Source: an optimization exercise on an open RTL-to-GDS flow (aim: small area). Production flows keep margins and buffers that such runs may drop.
In this exercise RTL edits were held to simulation tests only and were not proved equivalent to the original.

==> design.v <==
module pwroff_engine (
    input  wire        clk,
    input  wire        rst_n,         
    input  wire [31:0] base,
    input  wire [31:0] tick_rate,
    input  wire        trig_valid,
    input  wire [7:0]  trig_reason,
    output wire        ret_valid,
    output wire        ret_handled,
    input  wire        ret_ready,
    output wire        bus_valid,
    output wire        bus_write,
    output wire [31:0] bus_addr,
    output wire [7:0]  bus_wdata,
    input  wire        bus_ready,
    input  wire [7:0]  bus_rdata,
    output wire        slp_valid,
    output wire [6:0]  slp_units,
    input  wire        slp_ready,
    output wire        diag_valid,
    output wire [7:0]  diag_code,
    output wire [31:0] diag_data,
    input  wire        diag_ready,
    output wire [31:0] status
);
    localparam [3:0] RETRY_LIMIT     = 4'd3;
    localparam [5:0] RESP_CAP        = 6'd40;
    localparam [3:0] READ_POLL_LIMIT = 4'd10;
    localparam [6:0] POLL_INTERVAL   = 7'd1;
    localparam [6:0] FLUSH_SETTLE    = 7'd100;
    localparam [6:0] POST_CMD_DELAY  = 7'd10;
    localparam [7:0] FLUSH_BYTE      = 8'hFF;
    localparam [7:0] LCR_FORMAT     = 8'h1B;
    localparam [7:0] LCR_DLAB_ENTRY = 8'h83;
    localparam [7:0] IER_INIT       = 8'h00;
    localparam [7:0] FCR_INIT       = 8'h07;
    localparam [7:0] MCR_INIT       = 8'h00;
    localparam [32:0] HALF_STEP = 33'd307200;    
    localparam [32:0] BAUD_DIV  = 33'd614400;    
    localparam [2:0] R_DATA = 3'd0;
    localparam [2:0] R_IER  = 3'd1;
    localparam [2:0] R_FCR  = 3'd2;
    localparam [2:0] R_LCR  = 3'd3;
    localparam [2:0] R_MCR  = 3'd4;
    localparam [2:0] R_LSR  = 3'd5;
    localparam [2:0] R_DLL  = 3'd0;
    localparam [2:0] R_DLM  = 3'd1;
    localparam LSR_DR_BIT   = 0;
    localparam LSR_THRE_BIT = 5;
    localparam [7:0] P0_0 = 8'h01, P0_1 = 8'h35, P0_2 = 8'h00;
    localparam [7:0] P1_0 = 8'h00, P1_1 = 8'h0C;
    localparam [7:0] P2_0 = 8'h00, P2_1 = 8'h06;
    localparam [7:0] C0   = 8'h00 - (P0_0 + P0_1 + P0_2);
    localparam [7:0] C1   = 8'h00 - (P1_0 + P1_1);
    localparam [7:0] C2   = 8'h00 - (P2_0 + P2_1);
    localparam [7:0] D_RX_SHORT  = 8'h01;
    localparam [7:0] D_CSUM_ERR  = 8'h02;
    localparam [7:0] D_NAK       = 8'h03;
    localparam [7:0] D_EXHAUSTED = 8'h04;
    localparam [7:0] F_REENTRANT_TRIGGER = 8'h81;
    localparam [7:0] REASON_SHUTDOWN = 8'h01;
    localparam [7:0] REASON_HALT     = 8'h02;
    localparam [1:0] RES_NONE = 2'd0;
    localparam [1:0] RES_OK   = 2'd1;
    localparam [1:0] RES_FAIL = 2'd2;
    localparam [3:0] S_IDLE         = 4'd0;
    localparam [3:0] S_CFG          = 4'd1;
    localparam [3:0] S_TX_POLL      = 4'd2;
    localparam [3:0] S_TX_WRITE     = 4'd3;
    localparam [3:0] S_RX_POLL      = 4'd4;
    localparam [3:0] S_RX_SLEEP     = 4'd5;
    localparam [3:0] S_RX_DATA      = 4'd6;
    localparam [3:0] S_DIAG_SHORT   = 4'd7;
    localparam [3:0] S_SETTLE_FLUSH = 4'd8;
    localparam [3:0] S_DIAG_CSUM    = 4'd9;
    localparam [3:0] S_DIAG_NAK     = 4'd10;
    localparam [3:0] S_POST_OK      = 4'd11;
    localparam [3:0] S_DIAG_EXH     = 4'd12;
    localparam [3:0] S_EXH_SLEEP    = 4'd13;
    localparam [3:0] S_RETURN       = 4'd14;
    localparam [3:0] S_DONE         = 4'd15;
    localparam TXB_FRAME = 1'b0;
    localparam TXB_FLUSH = 1'b1;
    localparam RXP_RESP  = 1'b0;
    localparam RXP_DRAIN = 1'b1;
    reg  [3:0]  st;
    reg  [2:0]  cfg_j;
    reg  [1:0]  cmd_idx;
    reg  [3:0]  attempt;
    reg  [5:0]  rcount;
    reg  [3:0]  k;
    reg         txb;
    reg  [5:0]  txi;
    reg         rxp;
    reg  [15:0] divisor;
    reg  [7:0]  rbuf [0:3];
    reg  [1:0]  cmd_result [0:2];
    reg  [7:0]  fault;
    reg         nh_pending;      
    /*verilator lint_off UNUSEDSIGNAL*/
    wire [11:0] tick_low = tick_rate[11:0];
    wire [20:0] div_sum  = {1'b0, tick_rate[31:12]} + HALF_STEP[32:12];
    wire [20:0] div_q    = div_sum / BAUD_DIV[32:12];    
    /*verilator lint_on UNUSEDSIGNAL*/
    reg [7:0] frame_byte;
    reg [5:0] frame_len;
    reg [7:0] ack1;
    always @(*) begin
        frame_byte = 8'h00;
        case (cmd_idx)
            2'd0: begin
                frame_len = 6'd4;
                ack1      = P0_1;
                case (txi[1:0])
                    2'd0: frame_byte = P0_0;
                    2'd1: frame_byte = P0_1;
                    2'd2: frame_byte = P0_2;
                    default: frame_byte = C0;
                endcase
            end
            2'd1: begin
                frame_len = 6'd3;
                ack1      = P1_1;
                case (txi[1:0])
                    2'd0: frame_byte = P1_0;
                    2'd1: frame_byte = P1_1;
                    default: frame_byte = C1;
                endcase
            end
            default: begin
                frame_len = 6'd3;
                ack1      = P2_1;
                case (txi[1:0])
                    2'd0: frame_byte = P2_0;
                    2'd1: frame_byte = P2_1;
                    default: frame_byte = C2;
                endcase
            end
        endcase
    end
    wire [7:0] tx_byte = (txb == TXB_FLUSH) ? FLUSH_BYTE : frame_byte;
    wire [5:0] tx_len  = (txb == TXB_FLUSH) ? RESP_CAP : frame_len;
    wire [7:0] rsum      = rbuf[0] + rbuf[1] + rbuf[2] + rbuf[3];
    wire       resp_short = (rcount <= 6'd3);
    wire       csum_ok   = (rsum == 8'h00);
    wire       ack_ok    = (rbuf[0] == 8'h01) && (rbuf[1] == ack1) && (rbuf[2] == 8'h00);
    reg        bus_valid_r;
    reg        bus_write_r;
    reg [2:0]  bus_reg;
    reg [7:0]  bus_wdata_r;
    reg        slp_valid_r;
    reg [6:0]  slp_units_r;
    reg        diag_valid_r;
    reg [7:0]  diag_code_r;
    reg [31:0] diag_data_r;
    always @(*) begin
        bus_valid_r  = 1'b0;
        bus_write_r  = 1'b0;
        bus_reg      = R_LSR;
        bus_wdata_r  = 8'h00;
        slp_valid_r  = 1'b0;
        slp_units_r  = 7'd0;
        diag_valid_r = 1'b0;
        diag_code_r  = 8'h00;
        diag_data_r  = 32'h0;
        case (st)
            S_CFG: begin
                bus_valid_r = 1'b1;
                bus_write_r = 1'b1;
                case (cfg_j)
                    3'd0: begin bus_reg = R_LCR; bus_wdata_r = LCR_DLAB_ENTRY; end
                    3'd1: begin bus_reg = R_DLL; bus_wdata_r = divisor[7:0];   end
                    3'd2: begin bus_reg = R_DLM; bus_wdata_r = divisor[15:8];  end
                    3'd3: begin bus_reg = R_LCR; bus_wdata_r = LCR_FORMAT;     end
                    3'd4: begin bus_reg = R_IER; bus_wdata_r = IER_INIT;       end
                    3'd5: begin bus_reg = R_FCR; bus_wdata_r = FCR_INIT;       end
                    default: begin bus_reg = R_MCR; bus_wdata_r = MCR_INIT;    end
                endcase
            end
            S_TX_POLL, S_RX_POLL: begin
                bus_valid_r = 1'b1;
                bus_reg     = R_LSR;
            end
            S_TX_WRITE: begin
                bus_valid_r = 1'b1;
                bus_write_r = 1'b1;
                bus_reg     = R_DATA;
                bus_wdata_r = tx_byte;
            end
            S_RX_DATA: begin
                bus_valid_r = 1'b1;
                bus_reg     = R_DATA;
            end
            S_RX_SLEEP: begin
                slp_valid_r = 1'b1;
                slp_units_r = POLL_INTERVAL;
            end
            S_SETTLE_FLUSH: begin
                slp_valid_r = 1'b1;
                slp_units_r = FLUSH_SETTLE;
            end
            S_POST_OK, S_EXH_SLEEP: begin
                slp_valid_r = 1'b1;
                slp_units_r = POST_CMD_DELAY;
            end
            S_DIAG_SHORT: begin
                diag_valid_r = 1'b1;
                diag_code_r  = D_RX_SHORT;
                diag_data_r  = {24'h0, 2'b00, rcount};
            end
            S_DIAG_CSUM: begin
                diag_valid_r = 1'b1;
                diag_code_r  = D_CSUM_ERR;
                diag_data_r  = {rbuf[3], rbuf[2], rbuf[1], rbuf[0]};
            end
            S_DIAG_NAK: begin
                diag_valid_r = 1'b1;
                diag_code_r  = D_NAK;
            end
            S_DIAG_EXH: begin
                diag_valid_r = 1'b1;
                diag_code_r  = D_EXHAUSTED;
                diag_data_r  = {24'h0, 6'd0, cmd_idx};
            end
            default: ;
        endcase
    end
    assign bus_valid   = bus_valid_r;
    assign bus_write   = bus_write_r;
    assign bus_addr    = base + {27'd0, bus_reg, 2'b00};
    assign bus_wdata   = bus_wdata_r;
    assign slp_valid   = slp_valid_r;
    assign slp_units   = slp_units_r;
    assign diag_valid  = diag_valid_r;
    assign diag_code   = diag_code_r;
    assign diag_data   = diag_data_r;
    assign ret_valid   = (st == S_RETURN) || nh_pending;
    assign ret_handled = (st == S_RETURN);
    assign status = {fault, 4'b0000, cmd_result[2], cmd_result[1], cmd_result[0],
                     attempt, cmd_idx, 1'b0, cfg_j, st};
    wire step = (bus_valid && bus_ready) || (slp_valid && slp_ready) ||
                (diag_valid && diag_ready) || ((st == S_RETURN) && ret_ready);
    wire reason_ok = (trig_reason == REASON_SHUTDOWN) || (trig_reason == REASON_HALT);
    integer i;
    always @(posedge clk) begin
        if (!rst_n) begin
            st         <= S_IDLE;
            cfg_j      <= 3'd0;
            cmd_idx    <= 2'd0;
            attempt    <= 4'd0;
            rcount     <= 6'd0;
            k          <= 4'd0;
            txb        <= TXB_FRAME;
            txi        <= 6'd0;
            rxp        <= RXP_RESP;
            fault      <= 8'h00;
            nh_pending <= 1'b0;
            for (i = 0; i < 3; i = i + 1)
                cmd_result[i] <= RES_NONE;
        end else begin
            if (nh_pending && ret_ready)
                nh_pending <= 1'b0;
            if ((st == S_IDLE || st == S_DONE) && trig_valid && fault == 8'h00) begin
                if (!reason_ok) begin
                    nh_pending <= 1'b1;
                end else if (st != S_IDLE) begin
                    fault <= F_REENTRANT_TRIGGER;
                end else begin
                    divisor <= div_q[15:0];
                    cfg_j   <= 3'd0;
                    st      <= S_CFG;
                end
            end
            if (step) begin
                case (st)
                    S_CFG: begin
                        cfg_j <= cfg_j + 3'd1;
                        if (cfg_j == 3'd6) begin
                            cmd_idx <= 2'd0;
                            attempt <= 4'd1;
                            txb     <= TXB_FRAME;
                            txi     <= 6'd0;
                            st      <= S_TX_POLL;
                        end
                    end
                    S_TX_POLL: begin
                        if (bus_rdata[LSR_THRE_BIT])
                            st <= S_TX_WRITE;
                    end
                    S_TX_WRITE: begin
                        txi <= txi + 6'd1;
                        if (txi + 6'd1 == tx_len) begin
                            if (txb == TXB_FRAME) begin
                                rxp    <= RXP_RESP;
                                rcount <= 6'd0;
                                k      <= 4'd1;
                                st     <= S_RX_POLL;
                            end else begin
                                st <= S_SETTLE_FLUSH;
                            end
                        end else begin
                            st <= S_TX_POLL;
                        end
                    end
                    S_RX_POLL: begin
                        if (bus_rdata[LSR_DR_BIT])
                            st <= S_RX_DATA;
                        else if (k != READ_POLL_LIMIT)
                            st <= S_RX_SLEEP;
                    end
                    S_RX_SLEEP: begin
                        k  <= k + 4'd1;
                        st <= S_RX_POLL;
                    end
                    S_RX_DATA: begin
                        if (rcount < 6'd4)
                            rbuf[rcount[1:0]] <= bus_rdata;
                        rcount <= rcount + 6'd1;
                        if (rcount + 6'd1 != RESP_CAP) begin
                            k  <= 4'd1;
                            st <= S_RX_POLL;
                        end
                    end
                    S_DIAG_SHORT: begin
                        txb <= TXB_FLUSH;
                        txi <= 6'd0;
                        st  <= S_TX_POLL;
                    end
                    S_SETTLE_FLUSH: begin
                        rxp    <= RXP_DRAIN;
                        rcount <= 6'd0;
                        k      <= 4'd1;
                        st     <= S_RX_POLL;
                    end
                    S_DIAG_CSUM: st <= S_DIAG_NAK;
                    S_DIAG_NAK: begin
                        if (attempt < RETRY_LIMIT) begin
                            attempt <= attempt + 4'd1;
                            txb     <= TXB_FRAME;
                            txi     <= 6'd0;
                            st      <= S_TX_POLL;
                        end else begin
                            st <= S_DIAG_EXH;
                        end
                    end
                    S_POST_OK, S_EXH_SLEEP: begin
                        cmd_result[cmd_idx] <= (st == S_POST_OK) ? RES_OK : RES_FAIL;
                        if (cmd_idx < 2'd2) begin
                            cmd_idx <= cmd_idx + 2'd1;
                            attempt <= 4'd1;
                            txb     <= TXB_FRAME;
                            txi     <= 6'd0;
                            st      <= S_TX_POLL;
                        end else begin
                            st <= S_RETURN;
                        end
                    end
                    S_DIAG_EXH: st <= S_EXH_SLEEP;
                    S_RETURN: st <= S_DONE;
                    default: ;
                endcase
                if ((st == S_RX_POLL && !bus_rdata[LSR_DR_BIT] && k == READ_POLL_LIMIT) ||
                    (st == S_RX_DATA && rcount + 6'd1 == RESP_CAP)) begin
                    if (rxp == RXP_DRAIN) begin
                        if (attempt < RETRY_LIMIT) begin
                            attempt <= attempt + 4'd1;
                            txb     <= TXB_FRAME;
                            txi     <= 6'd0;
                            st      <= S_TX_POLL;
                        end else begin
                            st <= S_DIAG_EXH;
                        end
                    end else if (resp_short) begin
                        st <= S_DIAG_SHORT;
                    end else if (!csum_ok) begin
                        st <= S_DIAG_CSUM;
                    end else if (ack_ok) begin
                        st <= S_POST_OK;
                    end else begin
                        st <= S_DIAG_NAK;
                    end
                end
            end
        end
    end
endmodule
==> run.sh <==
#!/bin/bash
# synth_recipe.tcl (not shown) runs the flow's synth.tcl, then flattens the netlist and writes it again
# the make line also repeats each setting of config.mk as NAME=value (left out here)
make -C /OpenROAD-flow-scripts/flow DESIGN_CONFIG=/design/flow/config.mk WORK_HOME=/design/flow/orfs CLKGATE_MAP_FILE= SYNTH_SCRIPT=/design/flow/synth_recipe.tcl finish
==> config.mk <==
export PLATFORM = sky130hd
export DESIGN_NAME = pwroff_engine
export DESIGN_NICKNAME = pwroff_engine
export VERILOG_FILES = /design/flow/design.v
export SDC_FILE = /design/flow/constraint.sdc
export NUM_CORES = 4
export LEC_CHECK = 0
export CAP_MARGIN = 20
export CORE_MARGIN = 2
export CORE_UTILIZATION = 40
export SLEW_MARGIN = 20
==> constraint.sdc <==
create_clock -name core_clock -period 20.0 [get_ports {clk}]
set_input_delay 4.0000 -clock core_clock [delete_from_list [all_inputs] [get_ports {clk}]]
set_output_delay 4.0000 -clock core_clock [all_outputs]
set_load 0.01 [all_outputs]
==> notes.md <==
-- stage by stage --
| stage | cell area [sq um] | setup slack (ns) | utilization | std cells |
|---|---|---|---|---|
| 6_report | 13000 | 4.11 | 0.486 | 1843 |
| 5_1_grt | 13000 | 3.09 | 0.486 | 1843 |
| 4_1_cts | 13000 | 4.17 | 0.485 | 1843 |
| 3_5_place_dp | 12700 | 3.79 | 0.475 | 1827 |
| 3_3_place_gp | 12700 | 3.93 | 0.475 | 1827 |
| 2_1_floorplan | 10800 | 6.40 | - | 1374 |
-- sequential cells by signal, indices dropped and copies added, names as in the netlist --
name,cells
rbuf,32
rcount,6
nh_pending,1
attempt,4
cmd_idx,2
fault,1
cmd_result,6
txi,6
txb,1
rxp,1
cfg_j,3
k,4
divisor,14
st,4
-- cells in the mapped netlist, types with 15 or more instances --
| cell | count |
|---|---|
| a21oi_1 | 95 |
| ha_1 | 33 |
| fa_1 | 15 |
| o211ai_1 | 23 |
| nand2_1 | 125 |
| xor2_1 | 26 |
| and3_1 | 48 |
| mux2i_1 | 19 |
| and2_1 | 18 |
| or3_1 | 15 |
| nand4_1 | 23 |
| a21o_1 | 15 |
| inv_1 | 39 |
| clkbuf_1 | 32 |
| a31oi_1 | 16 |
| o21ai_0 | 67 |
| xnor2_1 | 78 |
| edfxtp_1 | 52 |
| nand3_1 | 59 |
| dfxtp_1 | 33 |
| nor3_1 | 51 |
| buf_4 | 26 |
| nor2_1 | 126 |
| nor4_1 | 17 |
-- tightest hold or removal path, stage by stage, from the launching register on --
cell     delay (ns)
dfxtp_1        0.32
o21ai_0        0.07
a21oi_1        0.06
-- final timing paths --
path,endpoint,startpoint,slack (ns),cells past startpoint
setup / recovery,divisor[0]$_DFFE_PP_,tick_rate[12],4.11,42
hold / removal,k[3]$_SDFFE_PN0P_,k[3]$_SDFFE_PN0P_,0.49,2
setup reg to reg,rbuf[3][7]$_DFFE_PP_,st[1]$_SDFF_PN0_,15.93,11
hold reg to reg,k[3]$_SDFFE_PN0P_,k[3]$_SDFFE_PN0P_,0.49,2
-- per-layer routing --
metal	share of wire	up-vias
met5	0	-
met4	0.019	0
met3	0.043	41
met2	0.48	315
met1	0.46	5125
li1	-	5378
-- cell families (layout without fill, tap and decap cells) --
kind of cell	count (synthesis)	count (layout)	synth area share
buffers and inverters	116	244	0.0522
DFF	85	85	0.206
adders and majority gates	51	51	0.0690
muxes	28	28	0.0274
xor gates and xnor gates	108	108	0.0906
and+or+nand+nor	565	565	0.274
AOI/OAI and AO/OA	404	404	0.279
other	1	17	0.000348
-- area by class of cell --
class | count | area share
timing repair buffer | 185 | 0.141
multi-input combinational | 1173 | 0.621
tap | 341 | 0.0329
sequential | 85 | 0.171
clock buffer | 14 | 0.0204
clock inverter | 2 | 0.000771
inverter | 43 | 0.0128
==> flow_summary.ini <==
[finish]
multi_input_area_sq_um = 8050
fillers = 2682
final_cell_mix = clkdlybuf4s50_1 (178), nand2_1 (125), nor2_1 (125)
diodes = 0
drive_above_1_share = 0.0759
syn_to_final_growth_pct = 20.5
final_common_cell = clkdlybuf4s50_1
ff_latch_area_sq_um = 2220
final_nets = 1632

[critical_path]
cp.required_ns = 20.07
crit_buf_inv = 5
critPathLaunchType = primary input
end_kind = flip-flop
path_class = in2reg
path_delay_family = compound AO/OA/AOI/OAI gates
crit_fanout = 29
arrival_ns = 15.96
crit_slowest_cell = clkdlybuf4s50_1
cpPeakStageDelay_ns = 0.59

[global_routing]
grt_pass1_wl_um = 51900
grt_use_total = 0.221
grt_start_max_net_pins = 30
antenna_found_initial = 0
grt_busiest_layer = met2
use_met3 = 0.0221
use_met1 = 0.301
overflow = 0
grt_pass1_vias = 9946
met2_usage = 0.376

[yosys]
ys.flop_type = edfxtp_1
yosys.area.top_type_share = 0.145
synth-seq-cells = 85
synthCells = 1358
yosys-top-cells-area = edfxtp_1 (15%), xnor2_1 (6.3%), dfxtp_1 (6.1%)
syn_area_per_cell_sq_um = 7.93
async_flop_share = 0
syn_area_sq_um = 10800
ys_seq_area_frac = 0.206
yosysTopAreaCell = edfxtp_1
ys_types = 121
synth_edf_count = 52
yosysWarnings = 1

[timing]
min_period_over_period = 0.795
fin_hold_ws_ns = 0.492
setup_violations = 0
report.final.slew_viol_count = 0
worstMarginPinSlew_ns = 1.00
setup-tns-final_ns = 0
fin_skew_ns = 0.00938
fmax_mhz = 62.9
rsz0062_at_grt = false
fin_crit_ns = 15.89
hold_viol = 0
max_slew_margin = 0.330

[clock_network]
cts_setup_buffers = 0
clk_path_buf_depth = 2
numCtsBuffers = 9
cts-root-buf = clkbuf_16
clock_sinks = 85
clock_latency_ns = 0.34
cts_resized = 0
hold_buffers = 0
htree_levels = 3
cts_tree = yes
clk_pin_slew_ns = 0.06

[detailed_routing]
dr.pass1.iters = 5
drtIter0Drc = 752
drc = 0
avgViaCountPerCell = 5.89
vias = 10900
drtAntennaViolNets = 0
routed_wl_um = 32200
drt-wirelength-per-cell_um = 17.4

[placement]
gp_congestion = 0.926
portBuffers = 178
dp_hpwl_um = 25200

[floorplan]
coreArea_sq_um = 26700
fp.dieW_um = 168
start_util = 0.403
dieArea_sq_um = 28200
rows = 60
die_y_um = 168
ios = 212

[run]
maxCapViolCount = 0

[min_path]
hp-class = reg2reg

[outcome]
status = finished clean

## static timing again, ports no longer ideal
The flow's constraints put no driver on any port. The routed layout listed below was extracted and timed again, unchanged, in two steps.
Step 1 (the two cells are an assumption about what drives the block):
set clk [get_ports {clk}]
set_driving_cell -lib_cell sky130_fd_sc_hd__clkbuf_16 $clk
set_driving_cell -lib_cell sky130_fd_sc_hd__buf_2 [delete_from_list [all_inputs] $clk]
Step 2 times the ports against the registers' clock, not the clock port: input delays grow and output delays shrink by t, the midpoint of the rising clock arrivals with the driver on.
a / b / c = no drivers / after step 1 / after step 2; a / b = the first two.
t, ns: 0.377
setup WS [ns]: 4.106 / 4.127 / 3.750
worst hold slack (ns): 0.492 / 0.492 / 0.492
worst setup path after step 2: input to register
After both steps this run still meets setup and hold. The setup slack of this run moves by +0.021 ns with the drivers and by -0.356 ns with both steps.
